Context: an optimization exercise on an open-source flow, tuned for small area. The choices shown serve that exercise and are no tape-out recipe.
In this exercise RTL edits were held to simulation tests only and were not proved equivalent to the original.
Power is estimated from default activity; no workload was simulated.

==> flow/design.v <==
module mix_core (
    input  wire        clk,
    input  wire        rst,
    output wire        mem_req,
    output wire        mem_we,
    output wire [11:0] mem_addr,
    output wire [30:0] mem_wdata,
    input  wire        mem_ack,
    input  wire [30:0] mem_rdata,
    output wire        halted,
    output wire [2:0]  fault_kind,
    output wire [13:0] fault_operand,
    output reg  [11:0] pc,
    output reg         ov,
    output wire [30:0] rA,
    output wire [30:0] rX,
    output wire [12:0] rI1,
    output wire [12:0] rI2,
    output wire [12:0] rI3,
    output wire [12:0] rI4,
    output wire [12:0] rI5,
    output wire [12:0] rI6
);
    localparam [4:0] S_CLEAR = 5'b00000;   
    localparam [4:0] S_COPY  = 5'b00001;   
    localparam [4:0] S_FETCH = 5'b00010;   
    localparam [4:0] S_INC   = 5'b00011;   
    localparam [4:0] S_EA    = 5'b00100;   
    localparam [4:0] S_READ  = 5'b00101;   
    localparam [4:0] S_EXEC  = 5'b00110;   
    localparam [4:0] S_NEG   = 5'b00111;   
    localparam [4:0] S_WRITE = 5'b01000;   
    localparam [4:0] S_FOP2  = 5'b10010;   
    localparam [4:0] S_FOP3  = 5'b10011;
    localparam [4:0] S_FOP4  = 5'b10100;
    localparam [4:0] S_HALT1 = 5'b11001;   
    reg [4:0]  st;
    reg [2:0]  bj;      
    reg [3:0]  byc;     
    reg [29:0] a_m;  reg a_s;
    reg [29:0] x_m;  reg x_s;
    reg [11:0] i1_m, i2_m, i3_m, i4_m, i5_m, i6_m;
    reg        i1_s, i2_s, i3_s, i4_s, i5_s, i6_s;
    reg [29:0] wb_m; reg wb_s;    
    reg [13:0] fo;                
    reg [11:0] ir;                
    reg        f_a, f_c;          
    assign rA  = {a_s, a_m};
    assign rX  = {x_s, x_m};
    assign rI1 = {i1_s, i1_m};
    assign rI2 = {i2_s, i2_m};
    assign rI3 = {i3_s, i3_m};
    assign rI4 = {i4_s, i4_m};
    assign rI5 = {i5_s, i5_m};
    assign rI6 = {i6_s, i6_m};
    assign fault_operand = fo;
    assign halted     = st[4] & st[3];
    assign fault_kind = st[2:0];
    assign mem_addr  = fo[11:0];
    assign mem_wdata = {wb_s, wb_m};
    wire fo_bad = fo[13] | fo[12] | ((&fo[11:7]) & (fo[6] | fo[5]));
    wire s_clear = (st == S_CLEAR);
    wire s_copy  = (st == S_COPY);
    wire s_fetch = (st == S_FETCH);
    wire s_inc   = (st == S_INC);
    wire s_fop   = st[4] & ~st[3];
    wire s_ea    = (st == S_EA);
    wire s_read  = (st == S_READ);
    wire s_exec  = (st == S_EXEC);
    wire s_neg   = (st == S_NEG);
    wire s_write = (st == S_WRITE);
    assign mem_req = ((s_fetch | s_read) & ~fo_bad) | s_write;
    assign mem_we  = s_write;
    wire p0 = ~bj[2] & ~bj[0];
    wire p1 = ~bj[1] &  bj[0];
    wire p2 = ~bj[2] &  bj[1];
    wire p5 =  bj[2] & ~bj[1];
    wire [3:0] b = byc;
    wire lt1  = ~b[3] & ~b[2] & ~b[1] & ~b[0];
    wire lt2  = ~b[3] & ~b[2] & ~b[1];
    wire lt3  = ~b[3] & ~b[2] & ~(b[1] & b[0]);
    wire lt4  = ~b[3] & ~b[2];
    wire lt5  = ~b[3] & ~(b[2] & (b[1] | b[0]));
    wire lt6  = ~b[3] & ~(b[2] & b[1]);
    wire lt7  = ~b[3] & ~(b[2] & b[1] & b[0]);
    wire lt8  = ~b[3];
    wire lt9  = ~b[3] | (~b[2] & ~b[1] & ~b[0]);
    wire lt10 = ~b[3] | (~b[2] & ~b[1]);
    wire end14 = (b == 4'd2) & p1;
    wire end60 = (b == 4'd9) & p5;
    wire [2:0] fl = ir[11:9];
    wire [2:0] fr = ir[8:6];
    wire [5:0] c  = ir[5:0];
    wire lz      = (fl == 3'd0);
    wire is_ar   = (c == 6'd1) | (c == 6'd2);
    wire is_sub  = c[1];
    wire is_ld   = (c[5:3] == 3'b001) | (c[5:3] == 3'b010);
    wire is_ldn  = c[4];
    wire is_st   = (c[5:3] == 3'b011) | (c[5:1] == 5'b10000);
    wire known   = is_ar | is_ld | is_st;
    wire st_zero = c[5];
    wire [2:0] dsel = c[2:0] & {3{~is_ar}};
    wire half    = (dsel != 3'd0) & (dsel != 3'd7);
    wire st_half = is_st & ((half & ~st_zero) | (c == 6'd32));
    wire [2:0] fs = lz ? 3'd1 : fl;
    wire [2:0] fk = (lz & (fr == 3'd0)) ? 3'd0 : (fr - fs + 3'd1);
    wire k_big    = fk[2] | (fk[1] & fk[0]);
    wire f_bad_ir = (fr[2] & fr[1]) | (fl > fr);
    reg lt_d, lt_e, lt_dw;
    always @(*) begin
        case (fr)
            3'd0: begin lt_d = lt5; lt_dw = half ? lt7 : lt10; end
            3'd1: begin lt_d = lt4; lt_dw = half ? lt6 : lt9;  end
            3'd2: begin lt_d = lt3; lt_dw = half ? lt5 : lt8;  end
            3'd3: begin lt_d = lt2; lt_dw = half ? lt4 : lt7;  end
            3'd4: begin lt_d = lt1; lt_dw = half ? lt3 : lt6;  end
            default: begin lt_d = 1'b0; lt_dw = half ? lt2 : lt5; end
        endcase
        case (fl)
            3'd0, 3'd1: lt_e = lt5;
            3'd2: lt_e = lt4;
            3'd3: lt_e = lt3;
            3'd4: lt_e = lt2;
            default: lt_e = lt1;
        endcase
    end
    wire [2:0] idx = (s_ea | s_inc) ? wb_m[14:12] : dsel;
    reg  src_b, src_s;
    always @(*) begin
        case (idx)
            3'd0: begin src_b = a_m[0];  src_s = a_s;  end
            3'd1: begin src_b = i1_m[0]; src_s = i1_s; end
            3'd2: begin src_b = i2_m[0]; src_s = i2_s; end
            3'd3: begin src_b = i3_m[0]; src_s = i3_s; end
            3'd4: begin src_b = i4_m[0]; src_s = i4_s; end
            3'd5: begin src_b = i5_m[0]; src_s = i5_s; end
            3'd6: begin src_b = i6_m[0]; src_s = i6_s; end
            default: begin src_b = x_m[0]; src_s = x_s; end
        endcase
    end
    wire i_nz  = |wb_m[17:12];
    wire ea_ma = lt2 & wb_m[18];
    wire ea_mb = lt2 & i_nz & src_b;
    wire ea_a  = ea_ma ^ (wb_s & f_a);
    wire ea_b  = ea_mb ^ (i_nz & src_s);
    wire ea_s  = ea_a ^ ea_b ^ f_c;
    wire ea_c  = (ea_a & ea_b) | (f_c & (ea_a | ea_b));
    wire sa    = lz & a_s;
    wire sb    = (lz & wb_s) ^ is_sub;
    wire diff  = sa ^ sb;
    wire ad_a  = lt_e & a_m[0];
    wire ad_b  = (lt_e & wb_m[0]) ^ diff;
    wire ad_s  = ad_a ^ ad_b ^ f_c;
    wire ad_c  = (ad_a & ad_b) | (f_c & (ad_a | ad_b));
    wire adding = s_exec & ~lt_d & lt_dw;
    wire r_sb   = (lz & mem_rdata[30]) ^ is_sub;
    wire r_diff = sa ^ r_sb;
    wire newbit = s_neg ? (a_m[0] ^ f_c) :
                  s_exec ? (is_ar ? ad_s : (lt_e & wb_m[0])) : 1'b0;
    wire rot    = s_ea | (s_exec & (is_st | lt_d));
    wire ex_en  = s_exec & (is_st ? (~st_zero & ~lt_d & lt_dw) : lt_dw);
    wire ea_en  = s_ea & lt2 & i_nz;
    wire ie_en  = ex_en | ea_en;
    wire en_a   = s_clear | (s_neg & lt5) | (ex_en & (dsel == 3'd0));
    wire en_x   = s_clear | (ex_en & (dsel == 3'd7));
    wire en_i1  = s_clear | (ie_en & (idx == 3'd1));
    wire en_i2  = s_clear | (ie_en & (idx == 3'd2));
    wire en_i3  = s_clear | (ie_en & (idx == 3'd3));
    wire en_i4  = s_clear | (ie_en & (idx == 3'd4));
    wire en_i5  = s_clear | (ie_en & (idx == 3'd5));
    wire en_i6  = s_clear | (ie_en & (idx == 3'd6));
    wire ld_sign = lz & (mem_rdata[30] ^ is_ldn);
    wire ad_sign = (diff & ~f_c) ? sb : ((f_a | (f_c & ~diff)) ? sa : 1'b0);
    wire kbit = (p0 & fk[0]) | (p1 & fk[1]) | (p2 & fk[2]);
    wire fop_b = lt1 &
                 ((st[2:0] == 3'd2) ? wb_m[12] :
                  st[2] ? wb_m[0] :
                  f_bad_ir ? wb_m[6] : kbit);
    wire r_ibad = (mem_rdata[17:15] != 3'd0) | (&mem_rdata[14:12]);
    wire r_fbad = (mem_rdata[8] & mem_rdata[7]) | (mem_rdata[11:9] > mem_rdata[8:6]);
    wire ex5      = s_exec & lt5;
    wire wb_en_hi = s_ea ? lt2 : (ex5 | s_fop);
    wire wb_en_lo = ex5 | s_fop;
    wire wb_in    = s_ea ? wb_m[18] :
                    ((s_exec & is_st & ~lt_d & lt_e) ? (~st_zero & src_b) : wb_m[0]);
    wire rd_ack   = s_read & mem_ack;
    reg [4:0] st_n;
    always @(*) begin
        st_n = st;
        case (st)
            S_CLEAR: if (end60) st_n = S_COPY;
            S_COPY:  if (end14) st_n = S_FETCH;
            S_FETCH: if (fo_bad) st_n = S_HALT1;
                     else if (mem_ack) st_n = r_ibad ? S_FOP2 : (r_fbad ? S_FOP3 : S_INC);
            S_INC:   if (end14) st_n = ~known ? S_FOP4 : ((st_half & k_big) ? S_FOP3 : S_EA);
            S_EA:    if (end14) st_n = S_READ;
            S_READ:  if (fo_bad) st_n = S_HALT1;
                     else if (mem_ack) st_n = S_EXEC;
            S_EXEC:  if (end60) st_n = is_st ? S_WRITE :
                                      ((is_ar & diff & ~f_c) ? S_NEG : S_COPY);
            S_NEG:   if (end60) st_n = S_COPY;
            S_WRITE: if (mem_ack) st_n = S_COPY;
            S_FOP2, S_FOP3, S_FOP4: if (end14) st_n = st | 5'b01000;
            default: st_n = st;
        endcase
    end
    wire chg = mem_ack | (end14 & (s_copy | s_inc | s_fop | s_ea)) |
               (end60 & (s_clear | s_exec | s_neg));
    always @(posedge clk) begin
        if (rst) begin
            st  <= S_CLEAR;
            bj  <= 3'd0;
            byc <= 4'd0;
        end else begin
            st <= st_n;
            if (chg) begin
                bj  <= 3'd0;
                byc <= 4'd0;
            end else begin
                bj <= {bj[1:0], ~bj[2]};
                if (p5)
                    byc <= {b[3] ^ (b[2] & b[1] & b[0]), b[2] ^ (b[1] & b[0]),
                            b[1] ^ b[0], ~b[0]};
            end
        end
    end
    always @(posedge clk) begin
        if (chg) begin
            f_a <= 1'b0;
            f_c <= (s_read & r_diff) | (s_inc & i_nz & src_s);
        end else if (s_inc & lt2) begin
            f_c <= f_c | ~pc[0];
        end else if (s_ea) begin
            f_a <= f_a | ea_ma;
            f_c <= ea_c;
        end else if (adding) begin
            f_a <= f_a | ad_s;
            f_c <= ad_c;
        end else if (s_neg & lt5) begin
            f_c <= f_c | a_m[0];
        end
    end
    always @(posedge clk) begin
        if (s_copy)
            fo <= {lt2 & pc[0], fo[13:1]};
        else if (s_ea)
            fo <= {ea_s, fo[13:1]};
        else if (s_fop)
            fo <= {fop_b, fo[13:1]};
    end
    always @(posedge clk) begin
        if (s_clear)
            pc <= {1'b0, pc[11:1]};
        else if (s_copy & lt2)
            pc <= {pc[0], pc[11:1]};
        else if (s_inc & lt2)
            pc <= {pc[0] ^ ~f_c, pc[11:1]};
    end
    always @(posedge clk) begin
        if (s_fetch & mem_ack)
            ir <= mem_rdata[11:0];
    end
    always @(posedge clk) begin
        if ((s_fetch | s_read) & mem_ack) begin
            wb_m <= mem_rdata[29:0];
            wb_s <= (rd_ack & is_st & lz) ? (~st_zero & src_s) : mem_rdata[30];
        end else begin
            if (wb_en_hi)
                wb_m[29:18] <= {wb_in, wb_m[29:19]};
            if (wb_en_lo)
                wb_m[17:0] <= {wb_m[18], wb_m[17:1]};
        end
    end
    always @(posedge clk) begin
        if (s_clear)
            ov <= 1'b0;
        else if (s_exec & end60 & is_ar & ~diff & f_c)
            ov <= 1'b1;
    end
    always @(posedge clk) begin
        if (en_a) a_m <= {(rot ? a_m[0] : newbit), a_m[29:1]};
        if (en_x) x_m <= {(rot ? x_m[0] : newbit), x_m[29:1]};
        if (en_i1) i1_m <= {(rot ? i1_m[0] : newbit), i1_m[11:1]};
        if (en_i2) i2_m <= {(rot ? i2_m[0] : newbit), i2_m[11:1]};
        if (en_i3) i3_m <= {(rot ? i3_m[0] : newbit), i3_m[11:1]};
        if (en_i4) i4_m <= {(rot ? i4_m[0] : newbit), i4_m[11:1]};
        if (en_i5) i5_m <= {(rot ? i5_m[0] : newbit), i5_m[11:1]};
        if (en_i6) i6_m <= {(rot ? i6_m[0] : newbit), i6_m[11:1]};
    end
    wire ld_ack = rd_ack & is_ld;
    wire sg_d   = ~s_clear & (s_exec ? ad_sign : ld_sign);
    always @(posedge clk) begin
        if (s_clear | (ld_ack & (dsel == 3'd0)) | (s_exec & end60 & is_ar)) a_s <= sg_d;
        if (s_clear | (ld_ack & (dsel == 3'd7))) x_s  <= sg_d;
        if (s_clear | (ld_ack & (dsel == 3'd1))) i1_s <= sg_d;
        if (s_clear | (ld_ack & (dsel == 3'd2))) i2_s <= sg_d;
        if (s_clear | (ld_ack & (dsel == 3'd3))) i3_s <= sg_d;
        if (s_clear | (ld_ack & (dsel == 3'd4))) i4_s <= sg_d;
        if (s_clear | (ld_ack & (dsel == 3'd5))) i5_s <= sg_d;
        if (s_clear | (ld_ack & (dsel == 3'd6))) i6_s <= sg_d;
    end
endmodule
==> flow/flow/run.sh <==
#!/bin/bash
# Standard layout, with three changes: the combinational logic of the
# standard synthesis re-mapped by ABC with an area script (registers kept
# as the standard synthesis made them; eight seeds, the smallest kept), the
# smallest buffer on the ports, and a clock tree of small buffers.
set -euo pipefail
export BUFFER_PORTS_ARGS="-buffer_cell sky130_fd_sc_hd__buf_1"
export CTS_ARGS="-sink_clustering_enable -repair_clock_nets -dont_use_dummy_load -buf_list sky130_fd_sc_hd__clkbuf_4 -root_buf sky130_fd_sc_hd__clkbuf_4 -sink_clustering_buffer sky130_fd_sc_hd__clkbuf_4 -sink_clustering_size 9 -sink_clustering_max_diameter 45"
YOSYS=${YOSYS_EXE:-$(command -v yosys || echo "$FLOW_HOME/../tools/install/yosys/bin/yosys")}
R=orfs/results/$FLOW_PLATFORM/mix_core/base

bash standard.sh synth > standard_synth.log 2>&1
cp "$R/1_2_yosys.v" standard.v
cp "$FLOW_HOME/platforms/$FLOW_PLATFORM/lib/sky130_fd_sc_hd__tt_025C_1v80.lib" lib.lib
# two batches of four, so that each run gets a CPU of its own
for batch in "0 1 2 3" "4 5 6 7"; do
  for s in $batch; do
    sed "s/SEED/$s/" flow/remap.abc > remap_$s.abc
    sed "s#flow/remap.abc#remap_$s.abc#; s#remapped.v#remapped_$s.v#" flow/remap.ys > remap_$s.ys
    "$YOSYS" -s remap_$s.ys > remap_$s.log 2>&1 &
  done
  wait
done
# a re-mapped netlist much smaller than the standard one would mean lost logic
std=$(grep "Chip area" orfs/reports/$FLOW_PLATFORM/mix_core/base/synth_stat.txt | tail -1 | awk '{print $NF}')
best=""; besta=""
for s in 0 1 2 3 4 5 6 7; do
  a=$( (grep "Chip area" remap_$s.log || true) | tail -1 | awk '{print $NF}')
  echo "seed $s area $a" >> remap_pick.log
  if [[ -n "$a" ]] && awk "BEGIN{exit !($a > 0.8 * $std)}" && { [[ -z "$besta" ]] || awk "BEGIN{exit !($a < $besta)}"; }; then best=$s; besta=$a; fi
done
echo "picked seed $best area $besta" >> remap_pick.log
rm -f lib.lib
[[ -n "$best" ]] || { echo "no usable re-mapped netlist" >> remap_pick.log; exit 1; }
cp remapped_$best.v "$R/1_2_yosys.v"
bash standard.sh finish > standard_finish.log 2>&1
==> flow/flow/remap.abc <==
strash
&get -n
&deepsyn -T 60 -S SEED
&put
dch -f
amap
topo
==> flow/flow/remap.ys <==
# Re-map the combinational logic of the standard synthesis with a stronger
# area script. The standard synthesis's registers stay as they are: their
# cells are black boxes here, so names, count and cell types are kept.
read_liberty -ignore_miss_func -ignore_miss_dir lib.lib
blackbox sky130_fd_sc_hd__dfbbn_1 sky130_fd_sc_hd__dfbbn_2 sky130_fd_sc_hd__dfbbp_1 sky130_fd_sc_hd__dfrbp_1
blackbox sky130_fd_sc_hd__dfrbp_2 sky130_fd_sc_hd__dfrtn_1 sky130_fd_sc_hd__dfrtp_1 sky130_fd_sc_hd__dfrtp_2
blackbox sky130_fd_sc_hd__dfrtp_4 sky130_fd_sc_hd__dfsbp_1 sky130_fd_sc_hd__dfsbp_2 sky130_fd_sc_hd__dfstp_1
blackbox sky130_fd_sc_hd__dfstp_2 sky130_fd_sc_hd__dfstp_4 sky130_fd_sc_hd__dfxbp_1 sky130_fd_sc_hd__dfxbp_2
blackbox sky130_fd_sc_hd__dfxtp_1 sky130_fd_sc_hd__dfxtp_2 sky130_fd_sc_hd__dfxtp_4 sky130_fd_sc_hd__dlclkp_1
blackbox sky130_fd_sc_hd__dlclkp_2 sky130_fd_sc_hd__dlclkp_4 sky130_fd_sc_hd__dlrbn_1 sky130_fd_sc_hd__dlrbn_2
blackbox sky130_fd_sc_hd__dlrbp_1 sky130_fd_sc_hd__dlrbp_2 sky130_fd_sc_hd__dlrtn_1 sky130_fd_sc_hd__dlrtn_2
blackbox sky130_fd_sc_hd__dlrtn_4 sky130_fd_sc_hd__dlrtp_1 sky130_fd_sc_hd__dlrtp_2 sky130_fd_sc_hd__dlrtp_4
blackbox sky130_fd_sc_hd__dlxbn_1 sky130_fd_sc_hd__dlxbn_2 sky130_fd_sc_hd__dlxbp_1 sky130_fd_sc_hd__dlxtn_1
blackbox sky130_fd_sc_hd__dlxtn_2 sky130_fd_sc_hd__dlxtn_4 sky130_fd_sc_hd__dlxtp_1 sky130_fd_sc_hd__edfxbp_1
blackbox sky130_fd_sc_hd__edfxtp_1 sky130_fd_sc_hd__lpflow_inputisolatch_1 sky130_fd_sc_hd__sdfbbn_1 sky130_fd_sc_hd__sdfbbn_2
blackbox sky130_fd_sc_hd__sdfbbp_1 sky130_fd_sc_hd__sdfrbp_1 sky130_fd_sc_hd__sdfrbp_2 sky130_fd_sc_hd__sdfrtn_1
blackbox sky130_fd_sc_hd__sdfrtp_1 sky130_fd_sc_hd__sdfrtp_2 sky130_fd_sc_hd__sdfrtp_4 sky130_fd_sc_hd__sdfsbp_1
blackbox sky130_fd_sc_hd__sdfsbp_2 sky130_fd_sc_hd__sdfstp_1 sky130_fd_sc_hd__sdfstp_2 sky130_fd_sc_hd__sdfstp_4
blackbox sky130_fd_sc_hd__sdfxbp_1 sky130_fd_sc_hd__sdfxbp_2 sky130_fd_sc_hd__sdfxtp_1 sky130_fd_sc_hd__sdfxtp_2
blackbox sky130_fd_sc_hd__sdfxtp_4 sky130_fd_sc_hd__sdlclkp_1 sky130_fd_sc_hd__sdlclkp_2 sky130_fd_sc_hd__sdlclkp_4
blackbox sky130_fd_sc_hd__sedfxbp_1 sky130_fd_sc_hd__sedfxbp_2 sky130_fd_sc_hd__sedfxtp_1 sky130_fd_sc_hd__sedfxtp_2
blackbox sky130_fd_sc_hd__sedfxtp_4
read_verilog standard.v
hierarchy -top mix_core
flatten
rename -hide w:*.*
opt_clean -purge
stat
abc -liberty lib.lib -script flow/remap.abc \
    -dont_use sky130_fd_sc_hd__lpflow_bleeder_1 \
    -dont_use sky130_fd_sc_hd__lpflow_clkbufkapwr_1 \
    -dont_use sky130_fd_sc_hd__lpflow_clkbufkapwr_16 \
    -dont_use sky130_fd_sc_hd__lpflow_clkbufkapwr_2 \
    -dont_use sky130_fd_sc_hd__lpflow_clkbufkapwr_4 \
    -dont_use sky130_fd_sc_hd__lpflow_clkbufkapwr_8 \
    -dont_use sky130_fd_sc_hd__lpflow_clkinvkapwr_1 \
    -dont_use sky130_fd_sc_hd__lpflow_clkinvkapwr_16 \
    -dont_use sky130_fd_sc_hd__lpflow_clkinvkapwr_2 \
    -dont_use sky130_fd_sc_hd__lpflow_clkinvkapwr_4 \
    -dont_use sky130_fd_sc_hd__lpflow_clkinvkapwr_8 \
    -dont_use sky130_fd_sc_hd__lpflow_decapkapwr_12 \
    -dont_use sky130_fd_sc_hd__lpflow_decapkapwr_3 \
    -dont_use sky130_fd_sc_hd__lpflow_decapkapwr_4 \
    -dont_use sky130_fd_sc_hd__lpflow_decapkapwr_6 \
    -dont_use sky130_fd_sc_hd__lpflow_decapkapwr_8 \
    -dont_use sky130_fd_sc_hd__lpflow_inputiso0n_1 \
    -dont_use sky130_fd_sc_hd__lpflow_inputiso0p_1 \
    -dont_use sky130_fd_sc_hd__lpflow_inputiso1n_1 \
    -dont_use sky130_fd_sc_hd__lpflow_inputiso1p_1 \
    -dont_use sky130_fd_sc_hd__lpflow_inputisolatch_1 \
    -dont_use sky130_fd_sc_hd__lpflow_isobufsrc_1 \
    -dont_use sky130_fd_sc_hd__lpflow_isobufsrc_16 \
    -dont_use sky130_fd_sc_hd__lpflow_isobufsrc_2 \
    -dont_use sky130_fd_sc_hd__lpflow_isobufsrc_4 \
    -dont_use sky130_fd_sc_hd__lpflow_isobufsrc_8 \
    -dont_use sky130_fd_sc_hd__lpflow_isobufsrckapwr_16 \
    -dont_use sky130_fd_sc_hd__lpflow_lsbuf_lh_hl_isowell_tap_1 \
    -dont_use sky130_fd_sc_hd__lpflow_lsbuf_lh_hl_isowell_tap_2 \
    -dont_use sky130_fd_sc_hd__lpflow_lsbuf_lh_hl_isowell_tap_4 \
    -dont_use sky130_fd_sc_hd__lpflow_lsbuf_lh_isowell_4 \
    -dont_use sky130_fd_sc_hd__lpflow_lsbuf_lh_isowell_tap_1 \
    -dont_use sky130_fd_sc_hd__lpflow_lsbuf_lh_isowell_tap_2 \
    -dont_use sky130_fd_sc_hd__lpflow_lsbuf_lh_isowell_tap_4 \
    -dont_use sky130_fd_sc_hd__probe_p_8 \
    -dont_use sky130_fd_sc_hd__probec_p_8
opt_clean -purge
hilomap -singleton -hicell sky130_fd_sc_hd__conb_1 HI -locell sky130_fd_sc_hd__conb_1 LO
hierarchy -top mix_core
stat -liberty lib.lib
write_verilog -noattr -nohex -nodec remapped.v
==> flow/standard.sh <==
#!/bin/bash
# synth_recipe.tcl (not shown) runs the flow's synth.tcl, then flattens the netlist and writes it again
# the make line also repeats each setting of config.mk as NAME=value (left out here)
make -C /OpenROAD-flow-scripts/flow DESIGN_CONFIG=/design/flow/config.mk WORK_HOME=/design/flow/orfs CLKGATE_MAP_FILE= SYNTH_SCRIPT=/design/flow/synth_recipe.tcl "${@:-finish}"
==> flow/config.mk <==
export PLATFORM = sky130hd
export DESIGN_NAME = mix_core
export DESIGN_NICKNAME = mix_core
export VERILOG_FILES = /design/flow/design.v
export SDC_FILE = /design/flow/constraint.sdc
export NUM_CORES = 4
export LEC_CHECK = 0
export ABC_AREA = 1
export CAP_MARGIN = 5
export CORE_MARGIN = 2
export CORE_UTILIZATION = 55
export PLACE_DENSITY = 0.7
export SLEW_MARGIN = 5
==> flow/constraint.sdc <==
create_clock -name core_clock -period 10.0 [get_ports {clk}]
set_input_delay 2.0000 -clock core_clock [delete_from_list [all_inputs] [get_ports {clk}]]
set_output_delay 2.0000 -clock core_clock [all_outputs]
set_load 0.01 [all_outputs]
==> summary.txt, run 1 <==
STA
  – Final Hold Vio Count: 0
  – Tightest Pin Transition: 1.08 ns
  – Total Neg Setup Slack: 0 ns
  – Fmax: approximately 0.20 GHz
  – Fin. max-slew vios: 0
  – Hold_ws: between 0.3 and 0.4 ns
  – RSZ-0062 raised after global routing: false
  – Worst clock skew: 0.103 ns
  – Final worst-path cycle share: 51.1%
  – # setup viols final: 0
  – Slew margin rel.: 28.3%
  – Final min period: 5.11 ns

Finish
  – Final-layout fill cell count: around 1200
  – Area growth syn-to-layout: 17.7%
  – Net count reported at finish: 942
  – Most common cell after layout, fill and taps aside: buf_1
  – Layout cells sized above 1: under 10%
  – Multi-input gate area: about 1800 um2
  – Commonest non-fill, non-tap cells in the layout: buf_1 (249), edfxtp_1 (209), nor2_1 (87), clkinv_1 (68)
  – Register Area: 6580 um2

Global routing
  – Grt ovf: 0
  – Pin count of the biggest net entering global routing: 34
  – Gr usage total: between 20% and 30%
  – Initial antenna violation count: 1
  – Vias in the first global route: 5842
  – Global-route wire length before repair: 32400 um

Clock network
  – Root Buffer: clkbuf_4
  – Post-CTS Repair Setup Buffers: 0
  – Post-CTS Resized: 0
  – Cts hold-fix bufs: 0
  – CTS clk-pin slew, worst paths: 0.10 ns
  – H-tree depth: 1
  – CTS tree: yes
  – Num CTS Buffers: 31
  – CTS max path bufs: 3
  – Clock sinks: around 220
  – Clock Latency Late Sink: 0.67 ns

Critical path
  – Critical path class: register to output pin
  – Reg2reg path depth: 8
  – CP max FO: 9
  – CP dominant cell by count: clkinv_1
  – CP Cell Sequence: clkinv_1 -> nor3_1 -> o22ai_1 -> or3_1 -> nor2b_1 -> nor2_1 -> clkinv_1 -> buf_1
  – R2r startpoint: st[1]$_SDFFE_PP0P_
  – Worst path depth: 8
  – Worst r2r dst: wb_m[24]$_DFFE_PP_
  – Setup crit start kind: register
  – Crit path buffers/inverters: 3
  – Critical Path RT: around 8 ns
  – Crit path DAT: about 3.1 ns
  – Endpoint class of the critical path: output pin
  – Crit path from: st[1]$_SDFFE_PP0P_
  – Cell family with most CP delay: simple AND/OR/NAND/NOR gates
  – CP Capture Point: mem_req
  – Register-to-Register Setup Slack: 5.25 ns
  – Max stage delay on crit path: 0.60 ns
  – Critical Path Slowest Stage Cell: nor3_1

Die
  – Die width: 129 um
  – Die Y: 129 um
  – Row count: 45
  – IO Count: 250
  – Core area: approximately 15000 um2
  – Starting Density: 56.4%
  – Die area: 16700 um2

Synth
  – Synth Warn #: 1
  – Synth Cell Area: 8600 um2
  – Syn avg cell area: about 14 um2
  – Post-Syn Nets: about 650
  – Synthesized instance count: between 600 and 700

Drt
  – Iteration-0 DRC Markers: 589
  – Via count: ~6500
  – Via-to-Cell Ratio: 5.78
  – Drt pass-1 iters: 7
  – Post-route ant nets: 0
  – Avg WL per Cell: 19.5 um
  – Total Wirelength: about 22000 um
  – Number of remaining DRC errors: 0

Power and ir drop
  – Total power: 3.72 mW
  – PD cells: ~370 nW/um2
  – Pleak: about 3.2 nW
  – Worst VDD drop: 0.000176 V

Placed design
  – Placer Congestion: between 0.9 and 1
  – HPWL after detailed placement: 16500 um
  – Port bufs: 249

Min path
  – Hold-critical path depth: 0
  – Hold crit path type: register to register

Job
  – Max_cap viols: 0

Outcome
  – Status: finished clean
## state kept, by name, summed over array words and instances (netlist names), 4 cells and up
signal and count:
byc 4, ir 12, x_m 30, i5_m 12, i4_m 12, i1_m 12, i2_m 12, st 5
a_m 30, pc 12, wb_m 30, fo 14, i6_m 12, i3_m 12
## worst min-delay path by stage
stage | startpoint | end | slack [ns]
after floorplan | bj[2]$_SDFF_PP0_ | bj[0]$_SDFF_PP0_ | 0.41
after global placement | a_m[16]$_DFFE_PP_ | a_m[15]$_DFFE_PP_ | 0.43
after detailed placement | pc[7]$_DFFE_PP_ | pc[6]$_DFFE_PP_ | 0.43
after CTS | a_m[2]$_DFFE_PP_ | a_m[1]$_DFFE_PP_ | 0.40
after global routing | x_m[27]$_DFFE_PP_ | x_m[26]$_DFFE_PP_ | 0.43
final | a_m[2]$_DFFE_PP_ | a_m[1]$_DFFE_PP_ | 0.39
## layout make-up
cell class,instances,share of cell area [%]
Inverter,68,2.52
Timing Repair Buffer,257,9.83
Antenna cell,2,0.0494
Sequential cell,224,65.0
Tap cell,211,2.61
Multi-Input combinational cell,326,17.7
Clock buffer,31,2.30
## through the flow
stage	utilization [%]	cell area, um2	setup WS [ns]	cells
detailed placement	64.8	9880	5.03	1086
CTS	66.3	10100	4.89	1117
floorplan	-	8600	4.06	618
global route	66.3	10100	4.57	1119
finish	66.3	10100	4.89	1119
global placement	64.8	9880	5.15	1086
## routing by layer
| metal | track usage [%] | routed length [um] | up-vias |
|---|---|---|---|
| li1 | - | - | 2927 |
| met1 | 36.0 | 9390 | 3143 |
| met2 | 40.3 | 10200 | 355 |
| met3 | 5.24 | 1690 | 45 |
| met4 | 7.80 | 537 | 0 |
| met5 | 0 | 0 | - |
## power by group
group          switching, mW  internal [mW]
registers              0.319           1.74
clock network          0.268          0.141
logic                  0.879          0.370
total                   1.47           2.25
==> run 2: changes to the inputs <==
--- a/flow/design.v
+++ b/flow/design.v
@@ -31,9 +31,11 @@
     localparam [4:0] S_NEG   = 5'b00111;   
     localparam [4:0] S_WRITE = 5'b01000;   
     localparam [4:0] S_FOP2  = 5'b10010;   
-    localparam [4:0] S_FOP3  = 5'b10011;
-    localparam [4:0] S_FOP4  = 5'b10100;
+    localparam [4:0] S_FOP3  = 5'b10011;   
+    localparam [4:0] S_FOP4  = 5'b10100;   
+    localparam [4:0] S_FOP3K = 5'b10111;   
     localparam [4:0] S_HALT1 = 5'b11001;   
+    localparam [4:0] S_HALT3 = 5'b11011;
     reg [4:0]  st;
     reg [2:0]  bj;      
     reg [3:0]  byc;     
@@ -105,7 +107,6 @@
     wire [2:0] fs = lz ? 3'd1 : fl;
     wire [2:0] fk = (lz & (fr == 3'd0)) ? 3'd0 : (fr - fs + 3'd1);
     wire k_big    = fk[2] | (fk[1] & fk[0]);
-    wire f_bad_ir = (fr[2] & fr[1]) | (fl > fr);
     reg lt_d, lt_e, lt_dw;
     always @(*) begin
         case (fr)
@@ -173,9 +174,9 @@
     wire ad_sign = (diff & ~f_c) ? sb : ((f_a | (f_c & ~diff)) ? sa : 1'b0);
     wire kbit = (p0 & fk[0]) | (p1 & fk[1]) | (p2 & fk[2]);
     wire fop_b = lt1 &
-                 ((st[2:0] == 3'd2) ? wb_m[12] :
-                  st[2] ? wb_m[0] :
-                  f_bad_ir ? wb_m[6] : kbit);
+                 (~st[1] ? wb_m[0] :
+                  st[2] ? kbit :
+                  st[0] ? wb_m[6] : wb_m[12]);
     wire r_ibad = (mem_rdata[17:15] != 3'd0) | (&mem_rdata[14:12]);
     wire r_fbad = (mem_rdata[8] & mem_rdata[7]) | (mem_rdata[11:9] > mem_rdata[8:6]);
     wire ex5      = s_exec & lt5;
@@ -192,7 +193,7 @@
             S_COPY:  if (end14) st_n = S_FETCH;
             S_FETCH: if (fo_bad) st_n = S_HALT1;
                      else if (mem_ack) st_n = r_ibad ? S_FOP2 : (r_fbad ? S_FOP3 : S_INC);
-            S_INC:   if (end14) st_n = ~known ? S_FOP4 : ((st_half & k_big) ? S_FOP3 : S_EA);
+            S_INC:   if (end14) st_n = ~known ? S_FOP4 : ((st_half & k_big) ? S_FOP3K : S_EA);
             S_EA:    if (end14) st_n = S_READ;
             S_READ:  if (fo_bad) st_n = S_HALT1;
                      else if (mem_ack) st_n = S_EXEC;
@@ -201,6 +202,7 @@
             S_NEG:   if (end60) st_n = S_COPY;
             S_WRITE: if (mem_ack) st_n = S_COPY;
             S_FOP2, S_FOP3, S_FOP4: if (end14) st_n = st | 5'b01000;
+            S_FOP3K: if (end14) st_n = S_HALT3;
             default: st_n = st;
         endcase
     end
==> summary.txt, run 2 <==
Placed design
  – Port bufs: 249 (unchanged)
  – Place WS: 4.82 ns (-0.216 ns)
  – HPWL after detailed placement: 15900 um (-3.6%)
  – Placer Congestion: 0.933 (-5.4%)

Min path
  – Hold-critical path depth: 0 (unchanged)
  – Hold Startpoint: a_m[2]$_DFFE_PP_
  – Hold crit path type: register to register
  – Worst hold endpoint: a_m[1]$_DFFE_PP_

Critical path
  – R2r startpoint: st[0]$_SDFFE_PP0P_
  – Setup crit start kind: register
  – Critical Path Slowest Stage Cell: dfxtp_1
  – CP Cell Sequence: clkinv_1 -> nand2_1 -> clkinv_1 -> nor3_1 -> nand2_1 -> nor2_1 -> nor2_1 -> clkinv_1 -> buf_1
  – CP max FO: 9 (unchanged)
  – Endpoint class of the critical path: output pin
  – Critical path class: register to output pin
  – Crit path DAT: 2.59 ns (-0.52 ns)
  – Register-to-Register Setup Slack: 5.60 ns (+0.35 ns)
  – Reg2reg path depth: 8 (unchanged)
  – CP dominant cell by count: clkinv_1
  – Critical Path RT: 8.00 ns (about the same)
  – Worst r2r dst: wb_m[29]$_DFFE_PP_
  – Max stage delay on crit path: 0.52 ns (-0.08 ns)

Clock network
  – Post-CTS Repair Setup Buffers: 0 (unchanged)
  – CTS clk-pin slew, worst paths: 0.09 ns (about the same)
  – Root Buffer: clkbuf_4
  – Post-CTS Resized: 0 (unchanged)
  – Clock sinks: 224 (unchanged)
  – Clock Latency Late Sink: 0.67 ns (about the same)
  – CTS tree: yes
  – CTS max path bufs: 3 (unchanged)
  – H-tree depth: 1 (unchanged)
  – Num CTS Buffers: 30 (-3.2%)
  – Cts hold-fix bufs: 0 (unchanged)

Global routing
  – Vias in the first global route: 5885 (+0.74%)
  – Pin count of the biggest net entering global routing: 35 (+2.9%)
  – Global-route wire length before repair: 31700 um (-2.2%)
  – Initial antenna violation count: 2 (+1)
  – Gr usage total: 24.7% (-0.64 points)
  – Grt ovf: 0 (unchanged)

STA
  – Total Neg Setup Slack: 0 ns (unchanged)
  – Fmax: 0.218 GHz (+11%)
  – Fin. max-slew vios: 0 (unchanged)
  – Slew margin rel.: 26.3% (-2.0 points)
  – Final Hold Vio Count: 0 (unchanged)
  – Final worst slack: 5.41 ns (+0.524 ns)
  – Hold_ws: 0.434 ns (+0.0427 ns)
  – RSZ-0062 raised after global routing: false
  – Worst clock skew: 0.0679 ns (-0.0353 ns)
  – Final worst-path cycle share: 45.9% (-5.2 points)
  – Final min period: 4.59 ns (-0.524 ns)
  – # setup viols final: 0 (unchanged)
  – Tightest Pin Transition: 1.10 ns (+0.0278 ns)

Die
  – Die width: 129 um (-0.22%)
  – Row count: 45 (unchanged)
  – IO Count: 250 (unchanged)
  – Core area: 15200 um2 (-0.37%)
  – Die Y: 129 um (-0.22%)
  – Starting Density: 56.3% (about the same)
  – Die area: 16600 um2 (-0.43%)

Finish
  – Commonest non-fill, non-tap cells in the layout: buf_1 (249), edfxtp_1 (209), nor2_1 (87), clkinv_1 (66), o21ai_0 (43)
  – Final-layout fill cell count: 1241 (+7.4%)
  – Biggest regs: a_m x30, wb_m x30, x_m x30
  – Area growth syn-to-layout: 17.2%
  – Layout cells sized above 1: 4.36% (-0.39 points)
  – Most common cell after layout, fill and taps aside: buf_1
  – Register Area: 6580 um2 (unchanged)
  – Multi-input gate area: 1750 um2 (-2.2%)
  – Net count reported at finish: 931 (-1.2%)

Synth
  – Synth Cell Area: 8560 um2 (-0.45%)
  – Synth Warn #: 1 (unchanged)
  – Synthesized instance count: 609 (-1.5%)
  – Syn avg cell area: 14.1 um2 (+1.0%)
  – Post-Syn Nets: 643 (-1.4%)

Drt
  – Number of remaining DRC errors: 0 (unchanged)
  – Drt pass-1 iters: 6 (-1)
  – Iteration-0 DRC Markers: 457 (-22%)
  – Total Wirelength: 21200 um (-3.0%)
  – Via-to-Cell Ratio: 5.76 (-0.29%)
  – Post-route ant nets: 0 (unchanged)
  – Via count: 6255 (-3.3%)
  – Avg WL per Cell: 19.5 um (about the same)

Power and ir drop
  – Worst VDD drop: 0.000176 V (+0.10%)
  – PD cells: 359 nW/um2 (-2.2%)
  – Pleak: 3.27 nW (+1.1%)

Job
  – Max_cap viols: 0 (unchanged)

Outcome
  – Status: finished clean
[run 2: worst max-delay path by stage]
| stage | from | to | slack (ns) |
|---|---|---|---|
| after floorplan | mem_ack | wb_m[18]$_DFFE_PP_ | 5.66 |
| after CTS | st[1]$_SDFFE_PP0P_ | mem_req | 5.34 |
| after global placement | mem_ack | wb_m[29]$_DFFE_PP_ | 4.83 |
| final | st[1]$_SDFFE_PP0P_ | mem_req | 5.41 |
| after global routing | mem_ack | wb_m[29]$_DFFE_PP_ | 5.03 |
| after detailed placement | mem_ack | wb_m[29]$_DFFE_PP_ | 4.82 |
[run 2: critical path, delay by kind of cell (launching register included)]
| family | cells | cell delay, ns |
|---|---|---|
| buf+inv | 4 | 0.63 |
| flops | 1 | 0.52 |
| simple gates | 5 | 0.84 |
[run 2: final cells by class]
| cell class | count | area share [%] |
|---|---|---|
| Inverter | 66 | 2.47 |
| Antenna cell | 2 | 0.0499 |
| Timing Repair Buffer | 256 | 9.84 |
| Clock buffer | 30 | 2.25 |
| Tap cell | 188 | 2.35 |
| Multi-Input combinational cell | 319 | 17.5 |
| Sequential cell | 224 | 65.6 |
[run 2: routing by layer]
metal / vias up / GRT usage [%] / share of wire [%]
met3: 41 / 6.07 / 8.8
met2: 323 / 38.7 / 46
met1: 3002 / 34.5 / 42
met4: 0 / 8.12 / 2.4
met5: - / 0 / 0
li1: 2889 / - / -
[run 2: power breakdown]
group / switching, mW / internal (mW) / leakage (nW) / total (mW)
sequential: 0.267 / 1.71 / 2.18 / 1.98
clock: 0.271 / 0.137 / 0.138 / 0.409
combinational: 0.871 / 0.340 / 0.956 / 1.21
total: 1.41 / 2.19 / 3.27 / 3.60
[run 2: metrics by stage]
step	instances	area, um2	util (%)	power (mW)
2_1_floorplan	609	8560	-	2.64
3_3_place_gp	1053	9800	64.5	3.18
3_5_place_dp	1053	9800	64.5	3.22
4_1_cts	1083	10000	66.0	3.63
5_1_grt	1084	10000	66.0	3.82
6_report	1085	10000	66.0	3.60
==> run 3: changes to the inputs <==
--- a/flow/flow/run.sh
+++ b/flow/flow/run.sh
@@ -5,7 +5,7 @@
 # smallest buffer on the ports, and a clock tree of small buffers.
 set -euo pipefail
 export BUFFER_PORTS_ARGS="-buffer_cell sky130_fd_sc_hd__buf_1"
-export CTS_ARGS="-sink_clustering_enable -repair_clock_nets -dont_use_dummy_load -buf_list sky130_fd_sc_hd__clkbuf_4 -root_buf sky130_fd_sc_hd__clkbuf_4 -sink_clustering_buffer sky130_fd_sc_hd__clkbuf_4 -sink_clustering_size 9 -sink_clustering_max_diameter 45"
+export CTS_ARGS="-sink_clustering_enable -repair_clock_nets -dont_use_dummy_load -buf_list sky130_fd_sc_hd__clkbuf_4 -root_buf sky130_fd_sc_hd__clkbuf_8 -sink_clustering_buffer sky130_fd_sc_hd__clkbuf_4 -sink_clustering_size 9 -sink_clustering_max_diameter 45"
 YOSYS=${YOSYS_EXE:-$(command -v yosys || echo "$FLOW_HOME/../tools/install/yosys/bin/yosys")}
 R=orfs/results/$FLOW_PLATFORM/mix_core/base
 
==> summary.txt, run 3 <==
Critical path
  – Max stage delay on crit path: 1.17 ns (+0.65 ns)
  – Register-to-Register Setup Slack: 5.56 ns (-0.04 ns)
  – CP Cell Sequence: buf_1 -> nand2_1 -> clkinv_1 -> or3_1 -> a31oi_1 -> nor3_1
  – Setup crit start kind: input port
  – Critical path class: input port to register
  – Crit path buffers/inverters: 2 (-2)
  – CP max FO: 34 (+25)
  – Crit path DAT: 4.99 ns (+2.40 ns)
  – Critical Path Slowest Stage Cell: clkinv_1
  – R2r startpoint: st[0]$_SDFFE_PP0P_
  – Critical Path RT: 10.24 ns (+2.24 ns)
  – Endpoint class of the critical path: register
  – Worst r2r dst: wb_m[29]$_DFFE_PP_
  – Reg2reg path depth: 8 (unchanged)
  – Cell family with most CP delay: simple AND/OR/NAND/NOR gates

Clock network
  – H-tree depth: 1 (unchanged)
  – Clock sinks: 224 (unchanged)
  – CTS clk-pin slew, worst paths: 0.08 ns (about the same)
  – Post-CTS Resized: 0 (unchanged)
  – CTS max path bufs: 3 (unchanged)
  – Clock Latency Late Sink: 0.54 ns (-0.13 ns)
  – Num CTS Buffers: 30 (unchanged)
  – CTS tree: yes
  – Cts hold-fix bufs: 0 (unchanged)
  – Post-CTS Repair Setup Buffers: 0 (unchanged)
  – Root Buffer: clkbuf_8

Outcome
  – Status: finished clean

Placed design
  – DP Area: 9800 um2 (unchanged)
  – HPWL after detailed placement: 15900 um (unchanged)
  – Port bufs: 249 (unchanged)
  – Placer Congestion: 0.933 (unchanged)

STA
  – Fmax: 0.210 GHz (-3.5%)
  – # setup viols final: 0 (unchanged)
  – Hold_ws: 0.434 ns (-0.000437 ns)
  – Final worst-path cycle share: 47.5% (+1.7 points)
  – Final Hold Vio Count: 0 (unchanged)
  – RSZ-0062 raised after global routing: false
  – Worst clock skew: 0.0530 ns (-0.0150 ns)
  – Total Neg Setup Slack: 0 ns (unchanged)
  – Final min period: 4.75 ns (+0.165 ns)
  – Fin. max-slew vios: 0 (unchanged)
  – Slew margin rel.: 25.8% (-0.47 points)
  – Tightest Pin Transition: 1.11 ns (+0.00698 ns)

Die
  – Die width: 129 um (unchanged)
  – Die area: 16600 um2 (unchanged)
  – Row count: 45 (unchanged)
  – Starting Density: 56.3% (unchanged)
  – IO Count: 250 (unchanged)
  – Core area: 15200 um2 (unchanged)
  – Die Y: 129 um (unchanged)

Drt
  – Total Wirelength: 21200 um (about the same)
  – WL met2: 9850 um (+0.11%)
  – WL met1: 9010 um (+0.43%)
  – Routed length on met3: 1860 um (+0.27%)
  – Via-to-Cell Ratio: 5.77 (+0.12%)
  – Number of remaining DRC errors: 0 (unchanged)
  – Iteration-0 DRC Markers: 428 (-6.3%)
  – Drt pass-1 iters: 5 (-1)
  – Post-route ant nets: 0 (unchanged)
  – Avg WL per Cell: 19.6 um (+0.19%)
  – Top routing layer in use: met4
  – Via count: 6257 (+0.032%)

Global routing
  – Global-route wire length before repair: 31800 um (+0.39%)
  – Initial antenna violation count: 1 (-1)
  – Grt ovf: 0 (unchanged)
  – Vias in the first global route: 5887 (+0.034%)
  – Gr usage total: 24.8% (+0.073 points)
  – Pin count of the biggest net entering global routing: 35 (unchanged)

Synth
  – Post-Syn Nets: 643 (unchanged)
  – Synthesized instance count: 609 (unchanged)
  – Syn avg cell area: 14.1 um2 (unchanged)
  – Synth Warn #: 1 (unchanged)
  – Synth Cell Area: 8560 um2 (unchanged)

Finish
  – Final-layout fill cell count: 1238 (-0.24%)
  – Most common cell after layout, fill and taps aside: buf_1
  – Register Area: 6580 um2 (unchanged)
  – Biggest regs: a_m x30, wb_m x30, x_m x30
  – Net count reported at finish: 931 (unchanged)
  – Layout cells sized above 1: 4.36% (unchanged)
  – Multi-input gate area: 1750 um2 (unchanged)
  – Post-route cell area: 10000 um2 (+0.16%)
  – Commonest non-fill, non-tap cells in the layout: buf_1 (249), edfxtp_1 (209), nor2_1 (87), clkinv_1 (66), o21ai_0 (43)
  – Area growth syn-to-layout: 17.4%

Power and ir drop
  – Total power: 3.62 mW (+0.43%)
  – Pint: 2.21 mW (+0.70%)
  – Net Switching: 1.41 mW (about the same)
  – Worst VDD drop: 0.000176 V (about the same)
  – Pleak: 3.28 nW (+0.24%)
  – Seq pwr share: 54.8% (-0.2 points)
  – Clock power frac: 11.7% (+0.4 points)
  – Sw frac: 39.0% (-0.16 points)
  – PD cells: 360 nW/um2 (+0.26%)
  – Logic pwr share: 33.5% (about the same)

Job
  – Max_cap viols: 0 (unchanged)

Min path
  – Hold crit path type: register to register
  – Hold Startpoint: a_m[2]$_DFFE_PP_
  – Hold-critical path depth: 0 (unchanged)
  – Worst hold endpoint: a_m[1]$_DFFE_PP_
-- run 3: final cells by class --
class | instances | area share (%)
Sequential cell | 224 | 65.5
Multi-Input combinational cell | 319 | 17.5
Timing Repair Buffer | 256 | 9.83
Inverter | 66 | 2.47
Clock buffer | 30 | 2.43
Tap cell | 188 | 2.34
Antenna cell | 1 | 0.0249
-- run 3: worst max-delay path by stage --
stage / depth (start not counted) / to / startpoint / slack, ns
final: 6 / wb_m[29]$_DFFE_PP_ / mem_ack / 5.25
after CTS: 6 / wb_m[29]$_DFFE_PP_ / mem_ack / 5.32
after global routing: 6 / wb_m[29]$_DFFE_PP_ / mem_ack / 4.90
after detailed placement: 6 / wb_m[29]$_DFFE_PP_ / mem_ack / 4.82
after global placement: 6 / wb_m[29]$_DFFE_PP_ / mem_ack / 4.83
after floorplan: 3 / wb_m[18]$_DFFE_PP_ / mem_ack / 5.66
-- run 3: power by group through the flow --
stage | logic (mW) | registers, mW | clock network (mW)
6_report | 1.21 | 1.98 | 0.424
3_5_place_dp | 1.22 | 2.00 | 0
2_1_floorplan | 0.491 | 2.15 | 0
4_1_cts | 1.22 | 1.99 | 0.439
3_3_place_gp | 1.20 | 1.98 | 0
5_1_grt | 1.33 | 2.03 | 0.472
-- run 3: metal layers --
layer  GRT usage, %  vias to the layer above
li1               -                     2882
met2           39.0                      340
met1           34.7                     2995
met3           5.99                       40
met4           7.74                        0
met5              0                        -
-- run 3: worst register-to-register path, cell delays in order, from the launching register on --
cell and delay, ns:
dfxtp_1 0.68, nand2_1 0.19, nand3_1 0.25, nor2_1 0.14
nand2_1 0.82, clkinv_1 1.18, or3_1 0.67, a31oi_1 0.16
nor3_1 0.08
-- run 3: per-stage QoR --
step | std cells | worst slack, ns | utilization [%]
5_1_grt | 1083 | 4.90 | 66.1
6_report | 1084 | 5.25 | 66.1
2_1_floorplan | 609 | 5.66 | -
3_5_place_dp | 1053 | 4.82 | 64.5
4_1_cts | 1083 | 5.32 | 66.1
3_3_place_gp | 1053 | 4.83 | 64.5
==> run 4: changes to the inputs <==
--- a/flow/design.v
+++ b/flow/design.v
@@ -8,7 +8,7 @@
     input  wire        mem_ack,
     input  wire [30:0] mem_rdata,
     output wire        halted,
-    output wire [2:0]  fault_kind,
+    output reg  [2:0]  fault_kind,
     output wire [13:0] fault_operand,
     output reg  [11:0] pc,
     output reg         ov,
@@ -21,22 +21,18 @@
     output wire [12:0] rI5,
     output wire [12:0] rI6
 );
-    localparam [4:0] S_CLEAR = 5'b00000;   
-    localparam [4:0] S_COPY  = 5'b00001;   
-    localparam [4:0] S_FETCH = 5'b00010;   
-    localparam [4:0] S_INC   = 5'b00011;   
-    localparam [4:0] S_EA    = 5'b00100;   
-    localparam [4:0] S_READ  = 5'b00101;   
-    localparam [4:0] S_EXEC  = 5'b00110;   
-    localparam [4:0] S_NEG   = 5'b00111;   
-    localparam [4:0] S_WRITE = 5'b01000;   
-    localparam [4:0] S_FOP2  = 5'b10010;   
-    localparam [4:0] S_FOP3  = 5'b10011;   
-    localparam [4:0] S_FOP4  = 5'b10100;   
-    localparam [4:0] S_FOP3K = 5'b10111;   
-    localparam [4:0] S_HALT1 = 5'b11001;   
-    localparam [4:0] S_HALT3 = 5'b11011;
-    reg [4:0]  st;
+    localparam [3:0] S_CLEAR = 4'd0;    
+    localparam [3:0] S_COPY  = 4'd1;    
+    localparam [3:0] S_FETCH = 4'd2;    
+    localparam [3:0] S_INC   = 4'd3;    
+    localparam [3:0] S_FOP   = 4'd4;    
+    localparam [3:0] S_EA    = 4'd5;    
+    localparam [3:0] S_READ  = 4'd6;    
+    localparam [3:0] S_EXEC  = 4'd8;    
+    localparam [3:0] S_NEG   = 4'd9;    
+    localparam [3:0] S_WRITE = 4'd10;   
+    localparam [3:0] S_HALT  = 4'd11;
+    reg [3:0]  st;
     reg [2:0]  bj;      
     reg [3:0]  byc;     
     reg [29:0] a_m;  reg a_s;
@@ -46,7 +42,7 @@
     reg [29:0] wb_m; reg wb_s;    
     reg [13:0] fo;                
     reg [11:0] ir;                
-    reg        f_a, f_c;          
+    reg        f_a, f_b, f_c;     
     assign rA  = {a_s, a_m};
     assign rX  = {x_s, x_m};
     assign rI1 = {i1_s, i1_m};
@@ -56,8 +52,7 @@
     assign rI5 = {i5_s, i5_m};
     assign rI6 = {i6_s, i6_m};
     assign fault_operand = fo;
-    assign halted     = st[4] & st[3];
-    assign fault_kind = st[2:0];
+    assign halted    = (st == S_HALT);
     assign mem_addr  = fo[11:0];
     assign mem_wdata = {wb_s, wb_m};
     wire fo_bad = fo[13] | fo[12] | ((&fo[11:7]) & (fo[6] | fo[5]));
@@ -65,7 +60,7 @@
     wire s_copy  = (st == S_COPY);
     wire s_fetch = (st == S_FETCH);
     wire s_inc   = (st == S_INC);
-    wire s_fop   = st[4] & ~st[3];
+    wire s_fop   = (st == S_FOP);
     wire s_ea    = (st == S_EA);
     wire s_read  = (st == S_READ);
     wire s_exec  = (st == S_EXEC);
@@ -107,6 +102,7 @@
     wire [2:0] fs = lz ? 3'd1 : fl;
     wire [2:0] fk = (lz & (fr == 3'd0)) ? 3'd0 : (fr - fs + 3'd1);
     wire k_big    = fk[2] | (fk[1] & fk[0]);
+    wire f_bad_ir = (fr[2] & fr[1]) | (fl > fr);
     reg lt_d, lt_e, lt_dw;
     always @(*) begin
         case (fr)
@@ -125,7 +121,7 @@
             default: lt_e = lt1;
         endcase
     end
-    wire [2:0] idx = (s_ea | s_inc) ? wb_m[14:12] : dsel;
+    wire [2:0] idx = s_ea ? wb_m[14:12] : dsel;
     reg  src_b, src_s;
     always @(*) begin
         case (idx)
@@ -143,7 +139,7 @@
     wire ea_ma = lt2 & wb_m[18];
     wire ea_mb = lt2 & i_nz & src_b;
     wire ea_a  = ea_ma ^ (wb_s & f_a);
-    wire ea_b  = ea_mb ^ (i_nz & src_s);
+    wire ea_b  = ea_mb ^ (i_nz & src_s & f_b);
     wire ea_s  = ea_a ^ ea_b ^ f_c;
     wire ea_c  = (ea_a & ea_b) | (f_c & (ea_a | ea_b));
     wire sa    = lz & a_s;
@@ -174,9 +170,9 @@
     wire ad_sign = (diff & ~f_c) ? sb : ((f_a | (f_c & ~diff)) ? sa : 1'b0);
     wire kbit = (p0 & fk[0]) | (p1 & fk[1]) | (p2 & fk[2]);
     wire fop_b = lt1 &
-                 (~st[1] ? wb_m[0] :
-                  st[2] ? kbit :
-                  st[0] ? wb_m[6] : wb_m[12]);
+                 ((fault_kind == 3'd2) ? wb_m[12] :
+                  (fault_kind == 3'd4) ? wb_m[0] :
+                  f_bad_ir ? wb_m[6] : kbit);
     wire r_ibad = (mem_rdata[17:15] != 3'd0) | (&mem_rdata[14:12]);
     wire r_fbad = (mem_rdata[8] & mem_rdata[7]) | (mem_rdata[11:9] > mem_rdata[8:6]);
     wire ex5      = s_exec & lt5;
@@ -185,25 +181,24 @@
     wire wb_in    = s_ea ? wb_m[18] :
                     ((s_exec & is_st & ~lt_d & lt_e) ? (~st_zero & src_b) : wb_m[0]);
     wire rd_ack   = s_read & mem_ack;
-    reg [4:0] st_n;
+    reg [3:0] st_n;
     always @(*) begin
         st_n = st;
         case (st)
             S_CLEAR: if (end60) st_n = S_COPY;
             S_COPY:  if (end14) st_n = S_FETCH;
-            S_FETCH: if (fo_bad) st_n = S_HALT1;
-                     else if (mem_ack) st_n = r_ibad ? S_FOP2 : (r_fbad ? S_FOP3 : S_INC);
-            S_INC:   if (end14) st_n = ~known ? S_FOP4 : ((st_half & k_big) ? S_FOP3K : S_EA);
+            S_FETCH: if (fo_bad) st_n = S_HALT;
+                     else if (mem_ack) st_n = (r_ibad | r_fbad) ? S_FOP : S_INC;
+            S_INC:   if (end14) st_n = (~known | (st_half & k_big)) ? S_FOP : S_EA;
+            S_FOP:   if (end14) st_n = S_HALT;
             S_EA:    if (end14) st_n = S_READ;
-            S_READ:  if (fo_bad) st_n = S_HALT1;
+            S_READ:  if (fo_bad) st_n = S_HALT;
                      else if (mem_ack) st_n = S_EXEC;
             S_EXEC:  if (end60) st_n = is_st ? S_WRITE :
                                       ((is_ar & diff & ~f_c) ? S_NEG : S_COPY);
             S_NEG:   if (end60) st_n = S_COPY;
             S_WRITE: if (mem_ack) st_n = S_COPY;
-            S_FOP2, S_FOP3, S_FOP4: if (end14) st_n = st | 5'b01000;
-            S_FOP3K: if (end14) st_n = S_HALT3;
-            default: st_n = st;
+            default: st_n = S_HALT;
         endcase
     end
     wire chg = mem_ack | (end14 & (s_copy | s_inc | s_fop | s_ea)) |
@@ -227,13 +222,25 @@
         end
     end
     always @(posedge clk) begin
+        if (s_fetch & fo_bad)
+            fault_kind <= 3'd1;
+        else if (s_fetch & mem_ack)
+            fault_kind <= r_ibad ? 3'd2 : 3'd3;
+        else if (s_inc)
+            fault_kind <= known ? 3'd3 : 3'd4;
+        else if (s_read)
+            fault_kind <= 3'd1;
+    end
+    always @(posedge clk) begin
         if (chg) begin
             f_a <= 1'b0;
-            f_c <= (s_read & r_diff) | (s_inc & i_nz & src_s);
+            f_b <= 1'b0;
+            f_c <= s_read & r_diff;
         end else if (s_inc & lt2) begin
             f_c <= f_c | ~pc[0];
         end else if (s_ea) begin
             f_a <= f_a | ea_ma;
+            f_b <= f_b | ea_mb;
             f_c <= ea_c;
         end else if (adding) begin
             f_a <= f_a | ad_s;
@@ -290,15 +297,21 @@
         if (en_i6) i6_m <= {(rot ? i6_m[0] : newbit), i6_m[11:1]};
     end
     wire ld_ack = rd_ack & is_ld;
-    wire sg_d   = ~s_clear & (s_exec ? ad_sign : ld_sign);
     always @(posedge clk) begin
-        if (s_clear | (ld_ack & (dsel == 3'd0)) | (s_exec & end60 & is_ar)) a_s <= sg_d;
-        if (s_clear | (ld_ack & (dsel == 3'd7))) x_s  <= sg_d;
-        if (s_clear | (ld_ack & (dsel == 3'd1))) i1_s <= sg_d;
-        if (s_clear | (ld_ack & (dsel == 3'd2))) i2_s <= sg_d;
-        if (s_clear | (ld_ack & (dsel == 3'd3))) i3_s <= sg_d;
-        if (s_clear | (ld_ack & (dsel == 3'd4))) i4_s <= sg_d;
-        if (s_clear | (ld_ack & (dsel == 3'd5))) i5_s <= sg_d;
-        if (s_clear | (ld_ack & (dsel == 3'd6))) i6_s <= sg_d;
+        if (s_clear) begin
+            a_s <= 1'b0; x_s <= 1'b0;
+            i1_s <= 1'b0; i2_s <= 1'b0; i3_s <= 1'b0;
+            i4_s <= 1'b0; i5_s <= 1'b0; i6_s <= 1'b0;
+        end else begin
+            if ((ld_ack & (dsel == 3'd0)) | (s_exec & end60 & is_ar))
+                a_s <= s_exec ? ad_sign : ld_sign;
+            if (ld_ack & (dsel == 3'd7)) x_s  <= ld_sign;
+            if (ld_ack & (dsel == 3'd1)) i1_s <= ld_sign;
+            if (ld_ack & (dsel == 3'd2)) i2_s <= ld_sign;
+            if (ld_ack & (dsel == 3'd3)) i3_s <= ld_sign;
+            if (ld_ack & (dsel == 3'd4)) i4_s <= ld_sign;
+            if (ld_ack & (dsel == 3'd5)) i5_s <= ld_sign;
+            if (ld_ack & (dsel == 3'd6)) i6_s <= ld_sign;
+        end
     end
 endmodule
--- a/flow/flow/run.sh
+++ b/flow/flow/run.sh
@@ -1,7 +1,7 @@
 #!/bin/bash
 # Standard layout, with three changes: the combinational logic of the
 # standard synthesis re-mapped by ABC with an area script (registers kept
-# as the standard synthesis made them; eight seeds, the smallest kept), the
+# as the standard synthesis made them; four seeds, the smallest kept), the
 # smallest buffer on the ports, and a clock tree of small buffers.
 set -euo pipefail
 export BUFFER_PORTS_ARGS="-buffer_cell sky130_fd_sc_hd__buf_1"
@@ -12,19 +12,16 @@
 bash standard.sh synth > standard_synth.log 2>&1
 cp "$R/1_2_yosys.v" standard.v
 cp "$FLOW_HOME/platforms/$FLOW_PLATFORM/lib/sky130_fd_sc_hd__tt_025C_1v80.lib" lib.lib
-# two batches of four, so that each run gets a CPU of its own
-for batch in "0 1 2 3" "4 5 6 7"; do
-  for s in $batch; do
-    sed "s/SEED/$s/" flow/remap.abc > remap_$s.abc
-    sed "s#flow/remap.abc#remap_$s.abc#; s#remapped.v#remapped_$s.v#" flow/remap.ys > remap_$s.ys
-    "$YOSYS" -s remap_$s.ys > remap_$s.log 2>&1 &
-  done
-  wait
+for s in 0 1 2 3; do
+  sed "s/SEED/$s/" flow/remap.abc > remap_$s.abc
+  sed "s#flow/remap.abc#remap_$s.abc#; s#remapped.v#remapped_$s.v#" flow/remap.ys > remap_$s.ys
+  "$YOSYS" -s remap_$s.ys > remap_$s.log 2>&1 &
 done
+wait
 # a re-mapped netlist much smaller than the standard one would mean lost logic
 std=$(grep "Chip area" orfs/reports/$FLOW_PLATFORM/mix_core/base/synth_stat.txt | tail -1 | awk '{print $NF}')
 best=""; besta=""
-for s in 0 1 2 3 4 5 6 7; do
+for s in 0 1 2 3; do
   a=$( (grep "Chip area" remap_$s.log || true) | tail -1 | awk '{print $NF}')
   echo "seed $s area $a" >> remap_pick.log
   if [[ -n "$a" ]] && awk "BEGIN{exit !($a > 0.8 * $std)}" && { [[ -z "$besta" ]] || awk "BEGIN{exit !($a < $besta)}"; }; then best=$s; besta=$a; fi
--- a/flow/config.mk
+++ b/flow/config.mk
@@ -6,8 +6,8 @@
 export NUM_CORES = 4
 export LEC_CHECK = 0
 export ABC_AREA = 1
-export CAP_MARGIN = 5
+export CAP_MARGIN = 20
 export CORE_MARGIN = 2
 export CORE_UTILIZATION = 55
 export PLACE_DENSITY = 0.7
-export SLEW_MARGIN = 5
+export SLEW_MARGIN = 20
==> summary.txt, run 4 <==
STA
  – # setup viols final: 0 (unchanged)
  – Final Hold Vio Count: 0 (unchanged)
  – RSZ-0062 raised after global routing: false
  – Fin. max-slew vios: 0 (unchanged)
  – Fmax: 0.212 GHz (+0.98%)
  – Tightest Pin Transition: 1.08 ns (-0.0305 ns)
  – Total Neg Setup Slack: 0 ns (unchanged)
  – Worst clock skew: 0.0261 ns (-0.0268 ns)
  – Slew margin rel.: 27.5% (+1.7 points)
  – Hold_ws: 0.438 ns (+0.00435 ns)
  – Final min period: 4.71 ns (-0.0464 ns)
  – Final worst-path cycle share: 47.1% (-0.46 points)

Die
  – IO Count: 250 (unchanged)
  – Die Y: 129 um (+0.52%)
  – Starting Density: 56.5% (+0.18 points)
  – Row count: 45 (unchanged)
  – Die area: 16800 um2 (+1.0%)
  – Die width: 129 um (+0.52%)
  – Core area: 15300 um2 (+0.74%)

Clock network
  – Cts hold-fix bufs: 0 (unchanged)
  – Num CTS Buffers: 30 (unchanged)
  – Clock Latency Late Sink: 0.54 ns (about the same)
  – CTS max path bufs: 3 (unchanged)
  – Post-CTS Repair Setup Buffers: 0 (unchanged)
  – Clock sinks: 227 (+1.3%)
  – Post-CTS Resized: 0 (unchanged)
  – Root Buffer: clkbuf_8
  – H-tree depth: 1 (unchanged)
  – CTS clk-pin slew, worst paths: 0.10 ns (+0.02 ns)
  – CTS tree: yes

Placed design
  – Placer Congestion: 0.948 (+1.7%)
  – HPWL after detailed placement: 16400 um (+3.0%)
  – Port bufs: 249 (unchanged)
  – Placed cell count: 1092 (+3.7%)

Finish
  – Biggest regs: a_m x30, wb_m x30, x_m x30
  – Net count reported at finish: 947 (+1.7%)
  – Fin cells: 1122 (+3.5%)
  – Antenna diode count: 0 (-1)
  – Layout cells sized above 1: 4.72% (+0.36 points)
  – Most common cell after layout, fill and taps aside: buf_1
  – Util after Layout: 66.4% (+0.32 points)
  – Commonest non-fill, non-tap cells in the layout: buf_1 (249), edfxtp_1 (201), nor2_1 (74), clkinv_1 (60), nand2_1 (45)
  – Area growth syn-to-layout: 17.6%

Drt
  – Via-to-Cell Ratio: 5.81 (+0.74%)
  – Avg WL per Cell: 19.5 um (-0.33%)
  – Number of remaining DRC errors: 0 (unchanged)
  – Total Wirelength: 21900 um (+3.2%)
  – Post-route ant nets: 0 (unchanged)
  – Iteration-0 DRC Markers: 626 (+46%)
  – Via count: 6524 (+4.3%)
  – Drt pass-1 iters: 5 (unchanged)

Power and ir drop
  – Pleak: 3.30 nW (+0.50%)
  – PD cells: 341 nW/um2 (-5.2%)
  – Total power: 3.47 mW (-4.0%)
  – Worst VDD drop: 0.000180 V (+2.4%)

Global routing
  – Initial antenna violation count: 0 (-1)
  – Vias in the first global route: 5940 (+0.90%)
  – Pin count of the biggest net entering global routing: 35 (unchanged)
  – Grt ovf: 0 (unchanged)
  – Global-route wire length before repair: 32500 um (+2.2%)
  – Gr usage total: 25.1% (+0.28 points)

Critical path
  – Setup crit start kind: register
  – Critical Path RT: 10.35 ns (+0.11 ns)
  – Critical path class: register to register
  – Endpoint class of the critical path: register
  – Crit path DAT: 5.06 ns (+0.07 ns)
  – CP max FO: 10 (-71%)

Synth
  – Synthesized instance count: 627 (+3.0%)
  – Synth Warn #: 1 (unchanged)
  – Post-Syn Nets: 661 (+2.8%)
  – Syn avg cell area: 13.8 um2 (-1.8%)
  – Synth Cell Area: 8650 um2 (+1.1%)

Min path
  – Hold crit path type: register to register

Outcome
  – Status: finished clean

Job
  – Max_cap viols: 0 (unchanged)
run 4: power breakdown:
group | total (mW) | switching [mW] | internal (mW)
clock | 0.428 | 0.275 | 0.152
sequential | 1.95 | 0.256 | 1.69
combinational | 1.10 | 0.803 | 0.294
total | 3.47 | 1.33 | 2.14
run 4: layer usage:
layer | vias up | global-route usage (%) | wire length, um
li1 | 2980 | - | -
met1 | 3159 | 35.2 | 9400
met2 | 341 | 39.8 | 10100
met3 | 44 | 5.49 | 1870
met4 | 0 | 7.78 | 510
met5 | - | 0 | 0
run 4: worst paths after layout:
| check | start | slack, ns | endpoint | cells after the start |
|---|---|---|---|---|
| max | st[3]$_SDFFE_PP0P_ | 5.29 | f_c$_DFFE_PP_ | 16 |
| min | a_m[29]$_DFFE_PP_ | 0.44 | a_m[28]$_DFFE_PP_ | 0 |
| max reg2reg | st[3]$_SDFFE_PP0P_ | 5.29 | f_c$_DFFE_PP_ | 16 |
| min reg2reg | a_m[29]$_DFFE_PP_ | 0.44 | a_m[28]$_DFFE_PP_ | 0 |
run 4: critical path: stages (launching register included):
cell       delay [ns]
dfxtp_1          0.32
clkinv_1         0.23
nand2_1          0.22
nor2_1           0.13
nand2_1          0.36
clkinv_1         0.37
o22ai_1          0.68
clkinv_1         0.41
a221oi_1         0.38
a2111oi_0        0.17
nor2_1           0.23
a21o_1           0.11
a31oi_1          0.11
or2_0            0.24
a222oi_1         0.25
nor2_1           0.08
o32ai_1          0.23
run 4: final cells by class:
class	instances	area (um2)
multi-input cells	340	1910
repair buffers	254	972
inverters	60	225
clock buffers	30	244
flip-flops and latches	227	6560
well taps	211	264
fillers	1195	5140
run 4: through the flow:
stage / area [um2] / setup WS [ns]
finish: 10200 / 5.29
global route: 10200 / 4.90
CTS: 10200 / 5.42
detailed placement: 9910 / 4.96
global placement: 9910 / 5.15
floorplan: 8650 / 4.56

separate check: timing with driven ports:
In the flow no input, the clock included, has a driving cell. The finished layouts below were timed again as built, in two steps. Step 1 sets driving cells, clkbuf_16 on the clock port and buf_2 on the other inputs (assumed; they add their load-dependent delay and slew). Step 2 also shifts input and output timing later by t, the mid clock arrival at the registers, as if the neighbouring blocks saw the same clock. Three values: ideal ports, drivers, drivers and shift; two values: the first two.
run | shift t [ns] | setup WS [ns] | slew at the worst register clock pin (ns)
run 1 | 0.661 | 4.888 / 4.850 / 5.032 | 0.10 / 0.10
run 2 | 0.673 | 5.411 / 5.375 / 4.758 | 0.11 / 0.11
run 3 | 0.557 | 5.246 / 5.268 / 4.711 | 0.11 / 0.11
run 4 | 0.562 | 5.293 / 5.293 / 5.241 | 0.10 / 0.10
After both steps every run listed still meets setup and hold. For run 2, which loses most, drivers alone change the setup slack by -0.036 ns; drivers and shift together by -0.653 ns.
